What follows belongs to an exercise in optimizing a design on an open flow for small area and a short achievable clock period; a production flow would make more cautious choices.
Function was checked by simulation only, so behaviour that the tests miss may differ from the original.
Power is estimated from default activity; no workload was simulated.

Setup of juniper:
==> flow/design.v <==
module pfc (
    input  wire        clk,
    input  wire        rst,
    input  wire        rx_valid,
    input  wire [7:0]  rx_data,
    input  wire        rx_closed,
    input  wire        tick,
    input  wire        h_we,
    input  wire        h_re,
    input  wire [7:0]  h_addr,
    input  wire [31:0] h_wdata,
    output reg  [31:0] h_rdata,
    output reg         o_raw_valid,
    output reg  [31:0] o_raw,
    output reg         o_ev_valid,
    output reg         o_ev_layout,
    output reg         o_ev_type,
    output reg  [1:0]  o_ev_code,
    output reg  [4:0]  o_ev_zone,
    output reg  [15:0] o_ev_key,
    output reg  [4:0]  o_ev_hours,
    output reg  [5:0]  o_ev_minutes,
    output reg         o_int_valid,
    output reg         o_int_kind,
    output reg  [15:0] o_int_chan,
    output reg  [15:0] o_int_payl,
    output reg  [5:0]  o_int_idx,
    output reg         o_timeout,
    output reg         o_part_valid,
    output reg  [1:0]  o_part_len,
    output reg  [23:0] o_part_bytes,
    output reg         o_fatal_valid,
    output reg  [1:0]  o_fatal_code,
    output wire [1:0]  o_run
);
    localparam integer N_RULES = 32;
    localparam [1:0] STARTING = 2'd0;
    localparam [1:0] RUNNING  = 2'd1;
    localparam [1:0] STOPPED  = 2'd2;
    reg  [1:0]  run;
    reg         stop_req;
    reg  [1:0]  cnt;
    reg  [7:0]  buf0, buf1, buf2;
    reg  [7:0]  tmo_cnt;
    reg         layout;
    reg  [7:0]  tmo_reload;
    reg  [N_RULES-1:0] cam_valid;
    reg  [15:0]        cam_key   [0:N_RULES-1];
    reg  [15:0]        cam_chan  [0:N_RULES-1];
    reg  [15:0]        cam_payl  [0:N_RULES-1];
    reg         m_kind;
    reg  [4:0]  m_idx;
    assign o_run = run;
    integer i;
    genvar gj, ge;
    wire [15:0] lk_key = {buf0, buf1};
    reg  [N_RULES-1:0] eq;
    always @(*) begin
        for (i = 0; i < N_RULES; i = i + 1)
            eq[i] = cam_valid[i] && (cam_key[i] == lk_key);
    end
    reg        lk_hit;
    reg [4:0]  lk_idx;
    always @(*) begin
        lk_hit = 1'b0;
        lk_idx = 5'd0;
        for (i = N_RULES - 1; i >= 0; i = i - 1) begin
            if (eq[i]) begin
                lk_hit = 1'b1;
                lk_idx = i[4:0];
            end
        end
    end
    always @(posedge clk) begin
        m_kind <= lk_hit & layout;
        m_idx  <= lk_idx;
    end
    reg [N_RULES-1:0] dsel;
    always @(*) begin
        for (i = 0; i < N_RULES; i = i + 1)
            dsel[i] = m_kind & (m_idx == i[4:0]);
    end
    wire [31:0] hit_n;                      
    generate
        for (gj = 0; gj < 32; gj = gj + 1) begin : g_disp
            wire [N_RULES-1:0] dcol;
            for (ge = 0; ge < N_RULES; ge = ge + 1) begin : g_e
                if (gj >= 16) begin : g_c
                    assign dcol[ge] = cam_chan[ge][gj-16];
                end else begin : g_p
                    assign dcol[ge] = cam_payl[ge][gj];
                end
            end
            pfc_selor32 u_or (.s(dsel), .d(dcol), .y_n(hit_n[gj]));
        end
    endgenerate
    wire [15:0] hit_chan = ~hit_n[31:16];
    wire [15:0] hit_payl = ~hit_n[15:0];
    wire        rd_en    = h_re && !rst;
    wire        cam_sel  = (h_addr[7:6] == 2'b01);
    wire [4:0]  rd_entry = h_addr[5:1];
    wire        rd_cam_en = rd_en & cam_sel;
    reg  [N_RULES-1:0] sel_k, sel_d;
    always @(*) begin
        for (i = 0; i < N_RULES; i = i + 1) begin
            sel_k[i] = rd_cam_en & (rd_entry == i[4:0]) & !h_addr[0];
            sel_d[i] = rd_cam_en & (rd_entry == i[4:0]) &  h_addr[0];
        end
    end
    wire [31:0] rdc_n;
    generate
        for (gj = 0; gj < 32; gj = gj + 1) begin : g_rd
            wire [N_RULES-1:0] dcol, kcol;
            for (ge = 0; ge < N_RULES; ge = ge + 1) begin : g_e
                if (gj >= 16) begin : g_c
                    assign dcol[ge] = cam_chan[ge][gj-16];
                end else begin : g_p
                    assign dcol[ge] = cam_payl[ge][gj];
                    assign kcol[ge] = cam_key[ge][gj];
                end
            end
            if (gj < 16) begin : g_lo
                pfc_selor64 u_or (.s({sel_k, sel_d}), .d({kcol, dcol}), .y_n(rdc_n[gj]));
            end else if (gj == 31) begin : g_v
                pfc_selor64 u_or (.s({sel_k, sel_d}), .d({cam_valid, dcol}), .y_n(rdc_n[gj]));
            end else begin : g_hi
                pfc_selor32 u_or (.s(sel_d), .d(dcol), .y_n(rdc_n[gj]));
            end
        end
    endgenerate
    reg  [31:0] rd_reg;
    always @(*) begin
        case (h_addr[2:0])
            3'd1: rd_reg = {16'd0, tmo_cnt, 3'd0, stop_req, cnt, run};
            3'd2: rd_reg = {31'd0, layout};
            3'd3: rd_reg = {24'd0, tmo_reload};
            3'd4: rd_reg = {buf0, buf1, buf2, 8'd0};
            3'd5: rd_reg = 32'h00000420;
            default: rd_reg = 32'd0;
        endcase
    end
    wire low_sel = (h_addr[7:3] == 5'd0);
    always @(*)
        h_rdata = ~rdc_n | ({32{rd_en & low_sel}} & rd_reg);
    wire is_start = (run == STARTING);
    wire is_run   = (run == RUNNING);
    wire c0 = (cnt == 2'd0);
    wire c1 = (cnt == 2'd1);
    wire c2 = (cnt == 2'd2);
    wire c3 = (cnt == 2'd3);
    wire b   = is_run & rx_valid;           
    wire f   = b & c3;                      
    wire s_f = f & stop_req;                
    wire [1:0] cnt1 = b ? cnt + 2'd1 : cnt;
    wire       nz1  = b ? !c3 : !c0;        
    wire [7:0] buf0_1 = (b & c0) ? rx_data : buf0;
    wire [7:0] buf1_1 = (b & c1) ? rx_data : buf1;
    wire [7:0] buf2_1 = (b & c2) ? rx_data : buf2;
    wire       rl1    = b & (c0 | c3);
    wire [7:0] tmo1   = rl1 ? tmo_reload : tmo_cnt;
    wire       dec    = rl1 ? (tmo_reload[7:1] != 7'd0) : (tmo_cnt[7:1] != 7'd0);
    wire cl  = is_run & rx_closed & !s_f;
    wire tk2 = is_run & tick & !rx_closed & !s_f;
    wire exp = tk2 & !dec;                  
    wire s_t = exp & stop_req;
    wire stops = s_f | cl | s_t;
    wire clr   = f | cl | exp;              
    wire we0       = h_we & (h_addr == 8'h00);
    wire stop_cmd  = we0 & h_wdata[1];
    wire start_cmd = we0 & !h_wdata[1] & h_wdata[0];
    wire fire = !rst & f;
    wire lay1 = fire & layout;
    wire lay0 = fire & !layout;
    wire [15:0] w0 = {buf0, buf1};
    wire [4:0]  zone = w0[8:4];
    wire [1:0]  code = w0[11:10];
    wire zone_ok = !layout && (w0[12] == 1'b0) && (code[1] == 1'b0) &&
                   (zone != 5'd0) && (zone[4:3] == 2'd0 || zone == 5'd8);
    wire part = !rst & is_run & nz1 & (rx_closed | (tick & !dec));
    always @(*) begin
        o_raw_valid   = fire;
        o_raw         = {32{fire}} & {buf0, buf1, buf2, rx_data};
        o_ev_valid    = fire;
        o_ev_layout   = lay1;
        o_ev_type     = lay0 & w0[12];
        o_ev_code     = {2{lay0}} & code;
        o_ev_zone     = {5{lay0}} & zone;
        o_ev_key      = {16{lay1}} & w0;
        o_ev_hours    = {5{fire}} & buf2[7:3];
        o_ev_minutes  = {6{fire}} & {buf2[1:0], rx_data[7:4]};
        o_int_valid   = fire & (m_kind | zone_ok);
        o_int_kind    = fire & m_kind;
        o_int_chan    = {16{fire}} & (hit_chan | ({16{zone_ok}} & {11'd0, zone}));
        o_int_payl    = {16{fire}} & (hit_payl | ({16{zone_ok}} & {14'd0, code}));
        o_int_idx     = {6{fire & m_kind}} & {1'b0, m_idx};
        o_timeout     = !rst & exp & !nz1;
        o_part_valid  = part;
        o_part_len    = {2{part}} & cnt1;
        o_part_bytes  = {24{part}} & {buf0_1, buf1_1, buf2_1};
        o_fatal_valid = !rst & cl;
        o_fatal_code  = {2{!rst & cl}};
    end
    wire cfg_we = h_we && is_start;
    always @(posedge clk) begin
        if (rst) begin
            run        <= STARTING;
            stop_req   <= 1'b0;
            cnt        <= 2'd0;
            buf0       <= 8'd0;
            buf1       <= 8'd0;
            buf2       <= 8'd0;
            tmo_cnt    <= 8'd0;
            layout     <= 1'b0;
            tmo_reload <= 8'd1;
        end else begin
            if (is_start) begin
                if (stop_cmd)
                    run <= STOPPED;
                else if (start_cmd) begin
                    run     <= RUNNING;
                    tmo_cnt <= tmo_reload;
                end
            end
            if (is_run) begin
                if (stops) begin
                    run      <= STOPPED;
                    stop_req <= 1'b0;
                    tmo_cnt  <= 8'd0;
                end else begin
                    if (stop_cmd)
                        stop_req <= 1'b1;
                    if (tk2)
                        tmo_cnt <= dec ? tmo1 - 8'd1 : tmo_reload;
                    else
                        tmo_cnt <= tmo1;
                end
                cnt  <= clr ? 2'd0 : cnt1;
                buf0 <= clr ? 8'd0 : buf0_1;
                buf1 <= clr ? 8'd0 : buf1_1;
                buf2 <= clr ? 8'd0 : buf2_1;
            end
            if (cfg_we && h_addr == 8'h02)
                layout <= h_wdata[0];
            if (cfg_we && h_addr == 8'h03)
                tmo_reload <= (h_wdata[7:0] == 8'd0) ? 8'd1 : h_wdata[7:0];
        end
    end
    wire [31:0] cam_wd  = h_wdata & {32{~rst}};
    wire        cam_we  = cfg_we && cam_sel;
    reg  [N_RULES-1:0] we_key, we_data;
    always @(*) begin
        for (i = 0; i < N_RULES; i = i + 1) begin
            we_key[i]  = rst | (cam_we && rd_entry == i[4:0] && !h_addr[0]);
            we_data[i] = rst | (cam_we && rd_entry == i[4:0] &&  h_addr[0]);
        end
    end
    integer k;
    always @(posedge clk) begin
        for (k = 0; k < N_RULES; k = k + 1) begin
            if (we_key[k]) begin
                cam_valid[k] <= cam_wd[31];
                cam_key[k]   <= cam_wd[15:0];
            end
            if (we_data[k]) begin
                cam_chan[k]  <= cam_wd[31:16];
                cam_payl[k]  <= cam_wd[15:0];
            end
        end
    end
endmodule
module pfc_or8 (input wire [7:0] s, input wire [7:0] d, output wire y);
    assign y = |(s & d);
endmodule
module pfc_nor16 (input wire [15:0] s, input wire [15:0] d, output wire y_n);
    wire a, b;
    pfc_or8 u0 (.s(s[7:0]),  .d(d[7:0]),  .y(a));
    pfc_or8 u1 (.s(s[15:8]), .d(d[15:8]), .y(b));
    assign y_n = ~(a | b);
endmodule
module pfc_selor32 (input wire [31:0] s, input wire [31:0] d, output wire y_n);
    wire [1:0] o_n;
    pfc_nor16 u0 (.s(s[15:0]),  .d(d[15:0]),  .y_n(o_n[0]));
    pfc_nor16 u1 (.s(s[31:16]), .d(d[31:16]), .y_n(o_n[1]));
    assign y_n = o_n[0] & o_n[1];
endmodule
module pfc_selor64 (input wire [63:0] s, input wire [63:0] d, output wire y_n);
    wire [3:0] o_n;
    genvar g;
    generate
        for (g = 0; g < 4; g = g + 1) begin : g_o
            pfc_nor16 u (.s(s[16*g+15:16*g]), .d(d[16*g+15:16*g]), .y_n(o_n[g]));
        end
    endgenerate
    assign y_n = &o_n;
endmodule
==> flow/config.mk <==
export PLATFORM = sky130hd
export DESIGN_NAME = pfc
export DESIGN_NICKNAME = pfc
export VERILOG_FILES = /design/flow/design.v
export SDC_FILE = /design/flow/constraint.sdc
export NUM_CORES = 4
export LEC_CHECK = 0
export CAP_MARGIN = 20
export CORE_MARGIN = 2
export CORE_UTILIZATION = 55
export CTS_CLUSTER_DIAMETER = 80
export CTS_CLUSTER_SIZE = 30
export PLACE_DENSITY = 0.65
export SETUP_SLACK_MARGIN = 5
export SLEW_MARGIN = 20
export SYNTH_HIERARCHICAL = 1
==> flow/constraint.sdc <==
create_clock -name core_clock -period 12.0 [get_ports {clk}]
set_input_delay 2.4000 -clock core_clock [delete_from_list [all_inputs] [get_ports {clk}]]
set_output_delay 2.4000 -clock core_clock [all_outputs]
set_load 0.01 [all_outputs]
standard.sh (not shown) runs the stock make flow with config.mk's settings and CLKGATE_MAP_FILE= SYNTH_SCRIPT=/design/flow/synth_recipe.tcl, a recipe that flattens the netlist after the stock synthesis.
==> flow/flow/run.sh <==
#!/bin/bash
# Standard layout (the standard.sh), with plain minimum-size buffers on
# the ports instead of the default delay-cell port buffers.
export BUFFER_PORTS_ARGS="-buffer_cell sky130_fd_sc_hd__buf_1"
bash standard.sh > standard.log 2>&1
[juniper] flow finished | final checks: failed | reasons: max-capacitance violations, max-slew violations
> inputs changed (juniper -> nickel)
-- flow/design.v --
<<< juniper, line 104
    always @(*) begin
        for (i = 0; i < N_RULES; i = i + 1) begin
            sel_k[i] = rd_cam_en & (rd_entry == i[4:0]) & !h_addr[0];
            sel_d[i] = rd_cam_en & (rd_entry == i[4:0]) &  h_addr[0];
        end
    end
>>> nickel, line 104
    always @(*) begin
        for (i = 0; i < N_RULES; i = i + 1) begin
            sel_k[i] = (rd_entry == i[4:0]) & !h_addr[0];
            sel_d[i] = (rd_entry == i[4:0]) &  h_addr[0];
        end
    end
<<< juniper, line 142
    wire low_sel = (h_addr[7:3] == 5'd0);
    always @(*)
        h_rdata = ~rdc_n | ({32{rd_en & low_sel}} & rd_reg);
    wire is_start = (run == STARTING);
    wire is_run   = (run == RUNNING);
>>> nickel, line 142
    wire low_sel = (h_addr[7:3] == 5'd0);
    always @(*)
        h_rdata = ({32{rd_cam_en}} & ~rdc_n) | ({32{rd_en & low_sel}} & rd_reg);
    wire is_start = (run == STARTING);
    wire is_run   = (run == RUNNING);
Notes after the runs:
nickel ended with more detailed-routed wire length on met3 than juniper.
The number of standard cells in the layout, taps in and fillers out reported for nickel is smaller than that of juniper by about 1.2%.
Diff juniper -> nickel: switching power as a share of total power now larger, share of power burned in combinational logic grew by 1.5 points.
Diff juniper -> nickel: multi-input gate share of total cell area stayed essentially flat; placement-stage worst setup slack rose by 0.12 ns.
Worst-path cell with the longest stage delay = sky130_fd_sc_hd__nand4_1: juniper; worst-path cell with the longest stage delay = sky130_fd_sc_hd__nor2_4: nickel
For the global-route usage, nickel came in 0.79 points higher than juniper did.
Compared nickel vs juniper, and estimated wirelength of the detail-placed design is up in nickel.
Diff juniper and nickel: initial antenna violation count higher in juniper
nickel reached the final stage; the timing, design-rule and antenna checks on its layout passed.
Relative to juniper, share of cell area taken by flip-flops and latches increased by 0.86 points in nickel.
Relative to juniper, via count decreased by 276 in nickel.
Leakage power figure | nickel above juniper

-- static timing again, ports no longer ideal --
Ports are ideal in the flow. The routed layouts listed here were re-timed in OpenROAD. Step 1 assumes that a clkbuf_16 drives the clock port and a buf_2 every other input. Step 2 moves the port delays by t, midway between the first and last clock arrival at a register: inputs arrive t later, outputs are due t later. That takes back most of the time a late clock gives input paths. Slacks: no drivers / after step 1 / after step 2; pairs: no drivers / after step 1.
run | shift t [ns] | slack for setup (ns) | worst data-port slew with drivers (ns) | pins driven straight from the clock port
juniper | 0.790 | 4.557 / 4.455 / 4.455 | 0.20 | 1
nickel | 0.823 | 4.767 / 4.609 / 4.609 | 0.24 | 1
The setup slack of nickel, which loses most, moves by -0.158 ns with the drivers and by -0.158 ns with both steps.
